Source: an optimization exercise on an open RTL-to-GDS flow (aim: small area, a short achievable clock period and few clock cycles). Production flows keep margins and buffers that such runs may drop. In this exercise RTL edits were held to simulation tests only and were not proved equivalent to the original.

### flow/design.v
module zmc_pdiv #(
    parameter NW = 48,    
    parameter DW = 34     
) (
    input               clk,
    input               rst,
    input               start,
    input  [NW-1:0]     dividend,
    input  [DW-1:0]     divisor,
    output reg          busy,
    output reg          done,
    output reg [NW-1:0] quot,
    output reg [DW-1:0] rem
);
    reg [$clog2(NW+1)-1:0] count;
    reg [DW-1:0]           dvs;
    wire [DW:0]   shifted = {rem, quot[NW-1]};
    wire [DW+1:0] trial   = {1'b0, shifted} - {2'b00, dvs};
    always @(posedge clk) begin
        if (rst) begin
            busy  <= 1'b0;
            done  <= 1'b0;
            count <= 0;
            quot  <= 0;
            rem   <= 0;
            dvs   <= 0;
        end else begin
            done <= 1'b0;
            if (start) begin
                busy  <= 1'b1;
                count <= NW;
                quot  <= dividend;
                rem   <= 0;
                dvs   <= divisor;
            end else if (busy) begin
                if (trial[DW+1]) begin
                    rem  <= shifted[DW-1:0];
                    quot <= {quot[NW-2:0], 1'b0};
                end else begin
                    rem  <= trial[DW-1:0];
                    quot <= {quot[NW-2:0], 1'b1};
                end
                count <= count - 1'b1;
                if (count == 1) begin
                    busy <= 1'b0;
                    done <= 1'b1;
                end
            end
        end
    end
endmodule
module zmc_profile #(
    parameter PPR = 2000    
) (
    input             clk,
    input             rst,
    input             in_valid,
    output            in_ready,
    input             in_op,
    input      [31:0] in_now,
    input      [15:0] in_start,
    input      [15:0] in_target,
    input      [15:0] in_time,
    input      [15:0] in_tad,
    output reg        out_valid,
    output     [15:0] pos_sp,
    output     [1:0]  status
);
    localparam NW = 48;    
    localparam DW = 34;    
    localparam ST_IDLE   = 3'd0;
    localparam ST_DERIVE = 3'd1;
    localparam ST_CALC   = 3'd2;
    localparam ST_DIV    = 3'd3;
    localparam ST_DONE   = 3'd4;
    localparam S_MOVING   = 2'd0;
    localparam S_COMPLETE = 2'd1;
    localparam S_REJECTED = 2'd2;
    localparam S_NOPROF   = 2'd3;
    reg [2:0] state;
    reg        op_q;
    reg [31:0] now_q;
    reg [15:0] start_q, target_q, time_q, tad_q;
    reg        active;
    reg [15:0] p_start;
    reg [31:0] p_time0;
    reg [15:0] p_dist;
    reg [15:0] p_dur;
    reg [15:0] p_tad;
    reg [15:0] pos_sp_q;
    reg [1:0]  status_q;
    assign in_ready = (state == ST_IDLE);
    assign pos_sp   = pos_sp_q;
    assign status   = status_q;
    wire [15:0]        tgt    = target_q % PPR;
    wire signed [17:0] dd     = $signed({2'b00, tgt}) - $signed({2'b00, start_q});
    wire signed [17:0] dd_mod = (dd < 0) ? dd + PPR : dd;
    wire               reject = ({1'b0, time_q} <= {tad_q, 1'b0});
    wire [31:0]   t       = now_q - p_time0;
    wire          finished = (t >= {16'd0, p_dur});
    wire [15:0]   t16     = t[15:0];
    wire [15:0]   tma     = p_dur - p_tad;                  
    wire [DW-1:0] den_acc = {p_tad, 1'b0} * tma;            
    wire [DW-1:0] den_cru = {tma, 1'b0};                    
    wire [15:0]   u       = p_dur - t16;                    
    wire [NW-1:0] num_acc = p_dist * t16 * t16;
    wire [NW-1:0] num_cru = p_dist * ({t16, 1'b0} - p_tad);
    wire [NW-1:0] num_dec = p_dist * (den_acc - u * u);
    wire          in_acc  = (t16 < p_tad);
    wire          in_cru  = !in_acc && (t16 <= tma);
    wire [NW-1:0] num     = in_acc ? num_acc : in_cru ? num_cru : num_dec;
    wire [DW-1:0] den     = in_cru ? den_cru : den_acc;
    wire          div_busy, div_done;
    wire [NW-1:0] div_q;
    wire [DW-1:0] div_r;
    wire [16:0]   sp_sum  = p_start + div_q[15:0];
    wire [16:0]   sp_mod  = (sp_sum >= PPR) ? sp_sum - PPR : sp_sum;
    wire [16:0]   fin_sum = p_start + p_dist;
    wire [16:0]   fin_mod = (fin_sum >= PPR) ? fin_sum - PPR : fin_sum;
    wire div_start = (state == ST_CALC) && active && !finished;
    zmc_pdiv #(.NW(NW), .DW(DW)) u_div (
        .clk(clk), .rst(rst), .start(div_start),
        .dividend(num), .divisor(den),
        .busy(div_busy), .done(div_done), .quot(div_q), .rem(div_r)
    );
    always @(posedge clk) begin
        if (rst) begin
            state     <= ST_IDLE;
            out_valid <= 1'b0;
            op_q      <= 1'b0;
            now_q     <= 32'd0;
            start_q   <= 16'd0;
            target_q  <= 16'd0;
            time_q    <= 16'd0;
            tad_q     <= 16'd0;
            active    <= 1'b0;
            p_start   <= 16'd0;
            p_time0   <= 32'd0;
            p_dist    <= 16'd0;
            p_dur     <= 16'd0;
            p_tad     <= 16'd0;
            pos_sp_q  <= 16'd0;
            status_q  <= 2'd0;
        end else begin
            out_valid <= 1'b0;
            case (state)
                ST_IDLE: begin
                    if (in_valid) begin
                        op_q     <= in_op;
                        now_q    <= in_now;
                        start_q  <= in_start;
                        target_q <= in_target;
                        time_q   <= in_time;
                        tad_q    <= in_tad;
                        state    <= in_op ? ST_DERIVE : ST_CALC;
                    end
                end
                ST_DERIVE: begin
                    if (reject) begin
                        active   <= 1'b0;
                        status_q <= S_REJECTED;
                        state    <= ST_DONE;
                    end else begin
                        active   <= 1'b1;
                        p_start  <= start_q;
                        p_time0  <= now_q;
                        p_dist   <= dd_mod[15:0];
                        p_dur    <= time_q;
                        p_tad    <= tad_q;
                        state    <= ST_CALC;
                    end
                end
                ST_CALC: begin
                    if (!active) begin
                        status_q <= S_NOPROF;
                        state    <= ST_DONE;
                    end else if (finished) begin
                        active   <= 1'b0;
                        pos_sp_q <= fin_mod[15:0];
                        status_q <= S_COMPLETE;
                        state    <= ST_DONE;
                    end else begin
                        state    <= ST_DIV;
                    end
                end
                ST_DIV: begin
                    if (div_done) begin
                        pos_sp_q <= sp_mod[15:0];
                        status_q <= S_MOVING;
                        state    <= ST_DONE;
                    end
                end
                default: begin   
                    out_valid <= 1'b1;
                    state     <= ST_IDLE;
                end
            endcase
        end
    end
endmodule
### flow/run.sh
#!/bin/bash
# synth_recipe.tcl (not shown) runs the flow's synth.tcl, then flattens the netlist and writes it again
# the make line also repeats each setting of config.mk as NAME=value (left out here)
make -C /OpenROAD-flow-scripts/flow DESIGN_CONFIG=/design/flow/config.mk WORK_HOME=/design/flow/orfs CLKGATE_MAP_FILE= SYNTH_SCRIPT=/design/flow/synth_recipe.tcl finish
### flow/config.mk
export PLATFORM = sky130hd
export DESIGN_NAME = zmc_profile
export DESIGN_NICKNAME = zmc_profile
export VERILOG_FILES = /design/flow/design.v
export SDC_FILE = /design/flow/constraint.sdc
export NUM_CORES = 4
export LEC_CHECK = 0
export CAP_MARGIN = 20
export CORE_MARGIN = 2
export CORE_UTILIZATION = 40
export PLACE_DENSITY = 0.6
export SLEW_MARGIN = 20
### flow/constraint.sdc
create_clock -name core_clock -period 22.0 [get_ports {clk}]
set_input_delay 4.4000 -clock core_clock [delete_from_list [all_inputs] [get_ports {clk}]]
set_output_delay 4.4000 -clock core_clock [all_outputs]
set_load 0.01 [all_outputs]
==> run summary <==
==> worst max-delay path, delay by kind of cell (launching register included) <==
family	cells	cell delay, ns
adders and majority gates	19	8.80
AOI/OAI and AO/OA	22	5.15
and+or+nand+nor	13	2.16
buffers and inverters	13	1.74
xor gates and xnor gates	4	1.44
DFF	1	0.57
==> cells in the mapped netlist, types with 120 or more instances <==
cell type / n
inv_1: 2196
nand2_1: 1857
fa_1: 1823
ha_1: 811
nor2_1: 528
a21oi_1: 518
clkbuf_1: 469
and2_1: 420
dfxtp_1: 337
o21ai_0: 244
xnor2_1: 230
a211oi_1: 144
xor2_1: 120
==> metal layers <==
metal | GRT usage | wire length [microns]
met5 | 0 | 14
met2 | 0.422 | 137000
met3 | 0.0411 | 20200
met1 | 0.323 | 118000
met4 | 0.106 | 14800
==> placed cells by master, fill, tap and decap left out, types with 11 or more instances in the layout <==
| cell | instances |
|---|---|
| a211oi_1 | 144 |
| xnor2_1 | 219 |
| nand3_1 | 92 |
| dfxtp_1 | 320 |
| a211o_1 | 13 |
| inv_1 | 2196 |
| xnor2_2 | 12 |
| mux2i_1 | 94 |
| o21ai_0 | 244 |
| nor3_1 | 94 |
| a21boi_0 | 39 |
| a31oi_1 | 44 |
| nor3b_1 | 12 |
| dfxtp_2 | 16 |
| clkinv_1 | 12 |
| nor4_1 | 22 |
| ha_1 | 811 |
| o211ai_1 | 26 |
| clkbuf_16 | 43 |
| a21o_1 | 117 |
| o31ai_1 | 27 |
| a2111oi_0 | 13 |
| and3_1 | 35 |
| nor2b_1 | 88 |
| nand4_1 | 18 |
| and2_1 | 419 |
| o21bai_1 | 38 |
| fa_1 | 1822 |
| nand2_1 | 1856 |
| or2_2 | 30 |
| nor2_1 | 518 |
| or3_1 | 38 |
| o21a_1 | 76 |
| a21oi_1 | 517 |
| xor2_1 | 109 |
| nand2b_1 | 110 |
| buf_4 | 198 |
| a221oi_1 | 11 |
| o22ai_1 | 11 |
| clkdlybuf4s50_1 | 118 |
==> state kept, by name, indices dropped and copies added (netlist names) <==
signal / cells
pos_sp_q: 16
u_div.rem: 34
u_div.busy: 1
tad_q: 16
p_tad: 16
p_time0: 32
status_q: 2
u_div.count: 6
p_dur: 16
p_start: 16
u_div.dvs: 32
u_div.done: 1
out_valid: 1
now_q: 32
u_div.quot: 48
start_q: 16
target_q: 16
p_dist: 16
time_q: 16
active: 1
state: 3
==> worst max-delay path by stage <==
| stage | startpoint | endpoint |
|---|---|---|
| 6_report | p_tad[1]$_SDFFE_PP0P_ | u_div.quot[43]$_SDFFE_PP0P_ |
| 5_1_grt | p_tad[1]$_SDFFE_PP0P_ | u_div.quot[47]$_SDFFE_PP0P_ |
| 4_1_cts | p_tad[1]$_SDFFE_PP0P_ | u_div.quot[46]$_SDFFE_PP0P_ |
| 3_5_place_dp | p_tad[1]$_SDFFE_PP0P_ | u_div.quot[46]$_SDFFE_PP0P_ |
| 3_3_place_gp | p_tad[1]$_SDFFE_PP0P_ | u_div.quot[46]$_SDFFE_PP0P_ |
| 2_1_floorplan | p_tad[1]$_SDFFE_PP0P_ | u_div.quot[46]$_SDFFE_PP0P_ |
==> stage by stage <==
step	std cells	worst slack [ns]	util	cell area [sq um]
floorplan	10989	4.57	-	92200
global placement	13834	2.14	0.423	97200
detailed placement	13834	2.02	0.423	97200
CTS	13912	2.00	0.430	98700
global route	13913	0.501	0.430	98700
finish	13913	1.96	0.430	98700
==> layout make-up <==
type                       count  area (sq um)  area share
timing repair buffer         319          2720      0.0276
clock buffer                  52          1160      0.0118
tap                         3026          3790      0.0384
clock inverter                26           334     0.00339
multi-input combinational   7940         75600       0.766
sequential                   337          6770      0.0686
inverter                    2213          8310      0.0842
==> kinds of logic after synthesis <==
| kind of cell | synth area share |
|---|---|
| muxes | 0.0119 |
| AOI/OAI and AO/OA | 0.101 |
| xor gates and xnor gates | 0.0334 |
| and+or+nand+nor | 0.163 |
| adders and majority gates | 0.506 |
| DFF | 0.0732 |
| buffers and inverters | 0.111 |
| other | 0.0000407 |
==> results_dict.tcl <==
set metrics [dict create \
    outcome "complete, no violations" \
    postSynthCellCount 10988 \
    min_path_cells 2 \
    wl_microns 290000 \
    rsz0062_at_grt "no" \
    ys_types 97 \
    ctsResizeCount 0 \
    dieArea_sq_um 234000 \
    htreeDepth 2 \
    clk_pin_slew_worst_paths_ns 0.06 \
    grt_max_degree 100 \
    vias 74430 \
    ys_seq_area_frac 0.0732 \
    holdBufCountCts 0 \
    wl_per_cell_microns 20.9 \
    start_kind "register" \
    maxCapViolations 0 \
    hold_violations 0 \
    clock_sinks 337 \
    crit_type "reg2reg" \
    worstMarginPinSlew_ns 1.15 \
    max_freq_ghz 0.0499 \
    hold_slack_ns 0.453 \
    min_path_type "reg2reg" \
    num_io_pins 120 \
    crit_slowest_cell "o41ai_1" \
    cts_buffer_depth 3 \
    initial_core_util 0.401 \
    cts_tree "built" \
    postCtsSetupBuffers 0 \
    arrival_ns 20.54 \
    finalSetupTns_ns 0 \
    grt_pass1_wl_microns 464000 \
    viasPerCell 5.35 \
    grt_pass1_vias 80147 \
    slowest_delay_ns 0.81 \
    filler_cell_count 22744 \
    fin_skew_ns 0.0795 \
    yosysWarnings 2 \
    avgSynthCellArea_sq_um 8.39 \
    min_from "p_time0[27]$_SDFFE_PP0P_" \
    placementRows 176 \
    drc 0 \
    synth_top_area_frac 0.396 \
    antenna_left 0 \
    finalSetupViolCount 0 \
    drv_slew 0 \
    cts_buffers 43 \
    core_region_area_sq_um 230000 \
    reg2reg_depth 71 \
    timing.rr.start "p_tad[1]$_SDFFE_PP0P_" \
    dr.pass1.iters 5 \
    max_slew_margin 0.228 \
    synth_edf_count 0 \
    cpMostUsedCell "fa_1" \
    antenna_found_initial 8 \
    clk_latency_ns 0.69 \
    final_layout_size_suffix_gt1_frac 0.0378 \
    layout.nets 13588 \
    die_w_microns 484 \
    worstPathRequired_ns 22.51 \
    dp_hpwl_microns 229000 \
    cts_root_buffer "clkbuf_16" \
    synth_area_leader_cell "fa_1" \
    synth_ff_type "dfxtp_1" \
    synth-async-reset-ratio 0 \
    yosys-top-cells-area "fa_1, ha_1, inv_1" \
    dieHeight_microns 484 \
    period_needed_ns 20.04 \
    gp_congestion 0.955 \
    ff2ff_setup_slack_ns 1.96 \
    antennaDiodeCount 0 \
    cp-end-kind "register" \
    io_buffers 119 \
    crit_fanout 16 \
    area_growth_pct 7.03 \
    fin_crit_sh 0.911 \
    syn-cell-area_sq_um 92200 \
    grt_overflow 0 \
    drt_iter0_markers 4777 \
    whs_endpoint "p_time0[27]$_SDFFE_PP0P_" \
    grt_util_all_layers 0.252 \
    timing.rr.end "u_div.quot[43]$_SDFFE_PP0P_" \
    ys_ff_latch 337 \
]
Testbench counts, summed over its fixed seeds: cycles 622,697.

-- afterwards: timing with drivers on the ports --
The flow's constraints put no driver on any port. The routed layout listed below was extracted and timed again, unchanged, in two steps. Step 1 (the two cells are an assumption about what drives the block):
set clk [get_ports {clk}]
set_driving_cell -lib_cell sky130_fd_sc_hd__clkbuf_16 $clk
set_driving_cell -lib_cell sky130_fd_sc_hd__buf_2 [delete_from_list [all_inputs] $clk]
Step 2, shift: input delay + t, output delay - t, t = (earliest + latest rising clock arrival at the registers) / 2. This alone moves slack from input paths to output paths. a / b / c = no drivers / after step 1 / after step 2; a / b = the first two.
t (ns): 0.724
slack for setup (ns): 1.962 / 1.962 / 1.962
worst setup path at the end: register to register
After both steps this run still meets setup and hold. The setup slack of this run moves by 0.000 ns with the drivers and by 0.000 ns with both steps.
